From an optimization exercise on the open Yosys and OpenROAD flow, aimed at a short achievable clock period and few clock cycles; shortcuts taken in it are not production practice.
Function was checked by simulation only, so behaviour that the tests miss may differ from the original.
Power figures rest on the tool's default switching activity, not on a simulated workload.

==> flow/config.mk <==
export PLATFORM = sky130hd
export DESIGN_NAME = beam_core
export DESIGN_NICKNAME = beam_core
export VERILOG_FILES = /design/flow/design.v
export SDC_FILE = /design/flow/constraint.sdc
export NUM_CORES = 4
export LEC_CHECK = 0
export ABC_CLOCK_PERIOD_IN_PS = 2500
export CAP_MARGIN = 20
export CORE_MARGIN = 2
export CORE_UTILIZATION = 55
export CTS_BUF_LIST = sky130_fd_sc_hd__clkbuf_16
export CTS_CLUSTER_DIAMETER = 80
export CTS_CLUSTER_SIZE = 25
export PLACE_DENSITY = 0.65
export SETUP_SLACK_MARGIN = 3.6
export SLEW_MARGIN = 20
export SYNTH_MEMORY_MAX_BITS = 16384
==> flow/constraint.sdc <==
create_clock -name core_clock -period 6.5 [get_ports {clk}]
set_input_delay 1.3000 -clock core_clock [delete_from_list [all_inputs] [get_ports {clk}]]
set_output_delay 1.3000 -clock core_clock [all_outputs]
set_load 0.01 [all_outputs]
==> flow/run.sh <==
#!/bin/bash
# synth_recipe.tcl (not shown) runs the flow's synth.tcl, then flattens the netlist and writes it again
# the make line also repeats each setting of config.mk as NAME=value (left out here)
make -C /OpenROAD-flow-scripts/flow DESIGN_CONFIG=/design/flow/config.mk WORK_HOME=/design/flow/orfs CLKGATE_MAP_FILE= SYNTH_SCRIPT=/design/flow/synth_recipe.tcl finish
==> flow/design.v <==
module beam_core #(
    parameter N = 64,            
    parameter A = 6,             
    parameter W = 64             
) (
    input  wire         clk,
    input  wire         rst,
    input  wire         in_valid,
    input  wire [7:0]   in_data,
    output wire         in_ready,
    output wire         done,
    output wire         error,
    output wire [63:0]  result_a,
    output wire [63:0]  result_b
);
    localparam [7:0] CH_PASS  = 8'h2E,    
                     CH_START = 8'h53,    
                     CH_SPLIT = 8'h5E,    
                     CH_NL    = 8'h0A;    
    localparam WMIN  = 6;                 
    localparam STALL = 5;                 
    function [W-1:0] add64;
        input [W-1:0] a;
        input [W-1:0] b;
        reg   [W-1:0] g, p, g2, p2, x;
        integer       i, d;
        begin
            x = a ^ b;
            g = a & b;
            p = x;
            for (d = 1; d < W; d = d * 2) begin
                g2 = g;
                p2 = p;
                for (i = d; i < W; i = i + 1) begin
                    g2[i] = g[i] | (p[i] & g[i-d]);
                    p2[i] = p[i] & p[i-d];
                end
                g = g2;
                p = p2;
            end
            add64 = x ^ {g[W-2:0], 1'b0};
        end
    endfunction
    function [W-1:0] inc64;
        input [W-1:0] a;
        reg   [W-1:0] p, p2;
        integer       i, d;
        begin
            p = a;
            for (d = 1; d < W; d = d * 2) begin
                p2 = p;
                for (i = d; i < W; i = i + 1)
                    p2[i] = p[i] & p[i-d];
                p = p2;
            end
            inc64 = a ^ {p[W-2:0], 1'b1};
        end
    endfunction
    reg         rdy;
    reg         v0;
    reg  [7:0]  b0;
    reg         ended;
    reg         errf;
    reg         c0z;                     
    reg  [2:0]  wcnt;                    
    reg  [2:0]  stl;
    reg         donef;
    reg [N-1:0] oh;                      
    reg [A-1:0] cb;                      
    reg [A-1:0] cb0;                     
    reg [W-1:0] r0;                      
    reg [W-1:0] mem [0:N-1];
    reg [N-1:0] mv;                      
    reg [N-1:0] rs;                      
    reg [N-1:0] wen2;                    
    wire d_dot  = (in_data == CH_PASS);
    wire d_st   = (in_data == CH_START);
    wire d_spl  = (in_data == CH_SPLIT);
    wire d_nl   = (in_data == CH_NL);
    wire d_grid = d_dot | d_st | d_spl;
    wire d_bad  = !d_grid && !d_nl;
    wire xfer   = in_valid && rdy;
    wire d_endn = d_nl && c0z;
    wire d_short = d_nl && !c0z && (wcnt < WMIN);
    assign in_ready = rdy;
    integer ri;
    reg [W-1:0] racc;
    always @(*) begin
        racc = {W{1'b0}};
        for (ri = 0; ri < N; ri = ri + 1)
            racc = racc | (mem[ri] & {W{rs[ri]}});
    end
    wire [N-1:0] oh_n = rst ? {{(N-1){1'b0}}, 1'b1} :
                        (xfer && d_grid) ? {oh[N-2:0], oh[N-1]} :
                        (xfer && d_nl) ? {{(N-1){1'b0}}, 1'b1} : oh;
    wire [N-1:0] mv_n = rst ? {N{1'b0}} : (mv | wen2);
    always @(posedge clk) begin
        b0    <= in_data;
        cb0   <= cb;
        r0    <= racc;
        oh    <= oh_n;
        mv    <= mv_n;
        rs    <= oh_n & mv_n;
        if (rst) begin
            rdy   <= 1'b1;
            v0    <= 1'b0;
            ended <= 1'b0;
            errf  <= 1'b0;
            c0z   <= 1'b1;
            wcnt  <= 3'd0;
            stl   <= 3'd0;
            donef <= 1'b0;
            cb    <= {A{1'b0}};
        end else begin
            v0    <= xfer;
            if (xfer && d_endn)
                donef <= 1'b1;
            if (xfer) begin
                c0z <= d_nl;
                if (d_nl)
                    wcnt <= 3'd0;
                else if (wcnt != WMIN)
                    wcnt <= wcnt + 3'd1;
                if (d_endn || d_bad)
                    ended <= 1'b1;
                if (d_bad)
                    errf <= 1'b1;
                if (d_grid)
                    cb <= cb + 1'b1;
                else if (d_nl)
                    cb <= {A{1'b0}};
            end
            if (xfer && (d_endn || d_bad)) begin
                rdy <= 1'b0;
            end else if (xfer && d_short) begin
                rdy <= 1'b0;
                stl <= STALL;
            end else if (stl != 3'd0) begin
                stl <= stl - 3'd1;
                rdy <= (stl == 3'd1);
            end
        end
    end
    assign done  = donef;
    assign error = errf;
    wire t_dot = (b0 == CH_PASS);
    wire t_st  = (b0 == CH_START);
    wire t_spl = (b0 == CH_SPLIT);
    wire t_nl  = (b0 == CH_NL);
    reg         pv, p_dot, p_st, p_spl;      
    reg [W-1:0] rp;
    reg [A-1:0] p_cb;
    reg         ppspl;                       
    reg [W-1:0] rpp;
    reg [W-1:0] acc_s, acc_c;                
    reg [W-1:0] cnt_a;
    reg         nz1;
    wire tok_g  = v0 && (t_dot || t_st || t_spl);
    wire tok_nl = v0 && t_nl;
    wire fin    = pv && (tok_g || tok_nl);
    wire [W-1:0] opa = p_dot ? rp : {{(W-1){1'b0}}, p_st};
    wire [W-1:0] opb = (ppspl && !p_st) ? rpp : {W{1'b0}};
    wire [W-1:0] opc = (tok_g && t_spl) ? r0 : {W{1'b0}};
    wire         keep = !(tok_g && t_st);
    wire [W-1:0] contrib = p_st  ? {{(W-1){1'b0}}, 1'b1} :
                           p_dot ? rp :
                           p_spl ? (keep ? {rp[W-2:0], 1'b0} : rp) :
                                   {W{1'b0}};
    wire [W-1:0] acc_c2 = {acc_c[W-2:0], 1'b0};
    wire [W-1:0] nsum   = acc_s ^ acc_c2 ^ contrib;
    wire [W-1:0] ncar   = (acc_s & acc_c2) | (acc_s & contrib) | (acc_c2 & contrib);
    wire [W-1:0] mj     = (opa & opb) | (opa & opc) | (opb & opc);
    wire [W-1:0] cnl  = t_st  ? {{(W-1){1'b0}}, 1'b1} :
                        t_dot ? r0 :
                        t_spl ? {r0[W-2:0], 1'b0} :
                                {W{1'b0}};
    wire [W-1:0] as_n = fin ? nsum : acc_s;
    wire [W-1:0] ac_n = fin ? {ncar[W-2:0], 1'b0} : acc_c2;
    wire [W-1:0] fsum = as_n ^ ac_n ^ cnl;
    wire [W-1:0] fcar = (as_n & ac_n) | (as_n & cnl) | (ac_n & cnl);
    reg  [W-1:0] sp_s, sp_c;
    reg          xq_v;
    reg  [W-1:0] xq_d;
    reg  [A-1:0] xq_a;
    reg  [W-1:0] res_b;
    reg         wv1;
    reg [W-1:0] ws1, wc1;
    reg [A-1:0] wa1;
    always @(posedge clk) begin
        wa1 <= p_cb;
        if (tok_g) begin
            sp_s <= fsum;
            sp_c <= {fcar[W-2:0], 1'b0};
        end
        ws1 <= opa ^ opb ^ opc;
        wc1 <= {mj[W-2:0], 1'b0};
        if (rst) begin
            pv    <= 1'b0;
            ppspl <= 1'b0;
            acc_s <= {W{1'b0}};
            acc_c <= {W{1'b0}};
            cnt_a <= {W{1'b0}};
            nz1   <= 1'b0;
            wv1   <= 1'b0;
            xq_v  <= 1'b0;
            res_b <= {W{1'b0}};
        end else begin
            wv1 <= fin;
            if (fin && tok_nl && p_spl) begin
                xq_v <= 1'b1;
                xq_d <= rp;
                xq_a <= cb0;
            end else if (!wv1) begin
                xq_v <= 1'b0;
            end
            if (fin && tok_nl)
                res_b <= add64(sp_s, sp_c);
            if (fin) begin
                if (tok_nl) begin
                    acc_s <= {W{1'b0}};
                    acc_c <= {W{1'b0}};
                end else begin
                    acc_s <= nsum;
                    acc_c <= ncar;
                end
            end
            nz1 <= tok_g && t_spl && (r0 != {W{1'b0}});
            if (nz1)
                cnt_a <= inc64(cnt_a);
            if (tok_g) begin
                ppspl <= pv && p_spl;
                rpp   <= rp;
                pv    <= 1'b1;
                p_dot <= t_dot;
                p_st  <= t_st;
                p_spl <= t_spl;
                rp    <= r0;
                p_cb  <= cb0;
            end else if (tok_nl) begin
                pv    <= 1'b0;
                ppspl <= 1'b0;
            end
        end
    end
    reg [W-1:0] wd2;
    integer wi;
    always @(posedge clk) begin
        if (wv1)
            wd2 <= add64(ws1, wc1);
        else
            wd2 <= xq_d;
        for (wi = 0; wi < N; wi = wi + 1)
            wen2[wi] <= !rst && (wv1 ? (wa1 == wi) : (xq_v && xq_a == wi));
    end
    integer mi;
    always @(posedge clk) begin
        for (mi = 0; mi < N; mi = mi + 1)
            if (wen2[mi])
                mem[mi] <= wd2;
    end
    assign result_a = cnt_a;
    assign result_b = res_b;
endmodule
==> run_results.csv <==
group,metric,value,unit
layout,final_common_cell,"edfxtp_1",
clocking,cts_made_buffers,242,
grt,grt_pass1_wl,1010000,um
critical_path,worstSetupPathType,"reg -> reg",
synth,ys_async_sr_fraction,0,
critical_path,worst-path-max-fanout,4,
sta,max_freq,270,MHz
layout,area_growth,11.3,%
status,outcome,"complete, no violations",
power,ir_worst_vdd,0.237,mV
floorplan,io_pins,142,
drt,met1_length,244000,um
layout,final_util,0.614,
clocking,clock_latency,1050,ps
layout,multiInputGateArea,45300,um2
place,placed_area,203000,um2
power,power_density,249,nW/um2
drt,route.antenna.remaining_nets,0,
clocking,cts_buffer_depth,4,
critical_path,end_kind,"flip-flop",
critical_path,ff2ff_path_depth,15,
flow_run,cap_violations,0,
clocking,cts.sinks,5238,
synth,syn_area_per_cell,16.5,um2
layout,nFillCells,25200,
synth,syn_area,194000,um2
clocking,clk_pin_slew,90,ps
sta,setup-violations-final,0,
floorplan,dieArea,358000,um2
drt,drc,0,
layout,final_area,216000,um2
sta,hold_viol_final,0,
clocking,htreeDepth,4,
hold_path,holdCritStartpoint,"p_cb[4]$_DFFE_PP_",
critical_path,cp.required,7430,ps
layout,drive_above_1_share,0.164,
drt,highest_layer,"met5",
floorplan,fp.dieH,598,um
place,place_congestion,0.907,
layout,seq_area,150000,um2
grt,grt_pass1_vias,117000,
place,dpl_worst_slack,1740,ps
synth,syn-num-nets,12100,
critical_path,setup.worst_path.end,"res_b[60]$_SDFFE_PP0P_",
sta,maxSlewViolCount,0,
sta,finalSetupTns,0,ps
grt,grt_max_degree,128,
power,leakage,0.0713,uW
drt,vias,129000,
hold_path,hold_class,"reg -> reg",
floorplan,start_util,0.552,
grt,grt_overflow,0,
drt,dr.pass1.iters,8,
sta,clock_skew,74.3,ps
grt,grt.total_usage,0.420,
critical_path,r2r_end,"res_b[60]$_SDFFE_PP0P_",
clocking,tritoncts,"done",
sta,finalCritPeriodShare,0.570,
floorplan,fp.coreArea,352000,um2
synth,synth-seq-area-share,0.768,
critical_path,r2r_slack,2800,ps
layout,final_cell_mix,"edfxtp_1 (4430), a22o_1 (1112), a221oi_1 (1021), nand2_1 (618), dfxtp_1 (501)",
drt,avgRoutedWirePerCell,45.0,um
critical_path,arrival,4630,ps
clocking,cts_root_buffer,"clkbuf_16",
sta,worst_pin_slew,1340,ps
sta,period_needed,3700,ps
drt,drt-initial-drc-count,27500,
floorplan,rows,218,
synth,ys.flop_type,"edfxtp_1",
place,hpwlAfterDp,389000,um
synth,ys_types,77,
critical_path,worstSetupStartpointType,"flip-flop",
place,io_buffers,141,
power,power.total,53800,uW
floorplan,die_w,598,um
synth,ys.warnings.count,2,
synth,synth_enable_flop_cells,4430,
critical_path,startpoint,"sp_s[3]$_DFFE_PP_",
layout,fin_nets,12400,
critical_path,rr_startpoint,"sp_s[3]$_DFFE_PP_",
drt,wl_met2,325000,um
drt,finalWirelength,770000,um
drt,dr_wl_met3,135000,um
sta,layout_setup_ws,2800,ps
drt,via_per_inst,7.57,
sta,relSlewSlack,0.103,
grt,antenna_found_initial,68,
synth,synthCells,11800,
synth,ys_seq_elements,5238,
sta,rsz0062_at_grt,"true",
## power by group
part / internal [uW] / switching (uW) / total (uW)
Clock: 6980 / 10800 / 17700
Sequential: 35800 / 21.0 / 35800
Combinational: 66.6 / 166 / 232
## synthesized netlist by cell type, drive strengths merged, types with 133 or more instances
cell / instances / share of area
dfxtp: 808 / 0.083
edfxtp: 4430 / 0.68
fa: 189 / 0.019
and2: 137 / 0.0044
o21ai: 140 / 0.0036
nor2: 513 / 0.0099
ha: 133 / 0.0086
nand2: 700 / 0.014
buf: 211 / 0.0041
clkbuf: 492 / 0.0095
a21oi: 424 / 0.011
a22o: 1112 / 0.050
nand4: 301 / 0.0097
a221oi: 1027 / 0.046
## critical path: stages, from the launching register on
cell and delay, ps:
edfxtp_1 430, ha_4 310, o21ai_2 70, o21ai_2 130, or4b_4 510, a2111oi_4 310, buf_4 220, nor3b_4 50
buf_6 130, o41a_1 360, o31a_1 310, buf_6 140, o21ai_4 160, a21oi_2 90, nor4_2 270, a211o_1 130
## sequential cells by signal (all words and copies together) (netlist names), 8 cells and up
signal and count:
rpp 64, r0 64, b0 8, wc1 63, res_b 64, sp_c 63, sp_s 64, rs 64
mem 4096, cnt_a 64, ws1 64, rp 64, oh 64, acc_c 63, xq_d 64, acc_s 64
wd2 64, wen2 64, mv 64
## cell families (layout without fill, tap and decap cells)
family                   count (synthesis)  after routing  share of synthesized area
flip-flops                            5238           5238                      0.768
XOR/XNOR                               163            163                    0.00735
adder cells (fa/ha/maj)                322            322                     0.0280
AO/OA/AOI/OAI                         3050           3052                      0.125
other                                    0            150                          0
multiplexers                            49             49                    0.00280
buffers and inverters                  789           1254                     0.0153
AND/OR/NAND/NOR                       2143           2148                     0.0536
## what timing repair did
item,4_1_cts,5_1_grt
hold buffers,0,0
resized for setup,1166,334
cloned,21,4
pin swaps,372,256
buffers inserted,188,80
endpoints found under the setup margin,801,498
## worst min path at each step
| stage | endpoint | cells after the start |
|---|---|---|
| after global routing | wa1[5]$_DFF_P_ | 0 |
| after CTS | wa1[5]$_DFF_P_ | 0 |
| after detailed placement | wa1[2]$_DFF_P_ | 0 |
| after global placement | wa1[0]$_DFF_P_ | 0 |
| after floorplan | wa1[0]$_DFF_P_ | 0 |
| final | wa1[4]$_DFF_P_ | 0 |
## routing by layer
layer	up-vias	track usage
li1	47900	-
met1	64800	0.534
met2	13400	0.612
met3	3337	0.154
met4	56	0.266
met5	-	0.00120
## final cells by class
class / instances / area share
Clock inverter: 196 / 0.00492
Timing Repair Buffer: 728 / 0.0328
Clock buffer: 244 / 0.0282
Inverter: 86 / 0.00151
Tap cell: 4730 / 0.0274
Antenna cell: 150 / 0.00174
Sequential cell: 5238 / 0.694
Multi-Input combinational cell: 5734 / 0.209
## through the flow
step / hold WS, ps / cells
after floorplan: 323 / 11800
after global placement: 329 / 16200
after detailed placement: 327 / 16200
after CTS: 354 / 16900
after global routing: 362 / 17000
final: 352 / 17100
Testbench counts, summed over its fixed seeds: cycles 22,897.

-- afterwards: timing with drivers on the ports --
The results above use ideal ports. As a check the final layout listed here was re-extracted and re-timed, cells and wires unchanged.
Step 1: set_driving_cell puts a clkbuf_16 on clk and a buf_2 on each other input, an assumption about the parent block.
Step 2 adds t to the input delays and takes it off the output delays; t is the mean of the earliest and latest rising clock arrival at the registers after step 1. Input paths then give back, and output paths get back, about the clock's delay inside the block.
a / b / c = ideal ports / drivers / drivers and shift; a / b = the first two.
t, ns: 1.136
setup WS [ns]: 2.797 / 2.797 / 2.607
latest minus earliest clock arrival (ns): 0.084 / 0.084
worst slew at a driven data input, ns: 0.05
After both steps this run still meets setup and hold. The setup slack of this run moves by 0.000 ns with the drivers and by -0.190 ns with both steps.
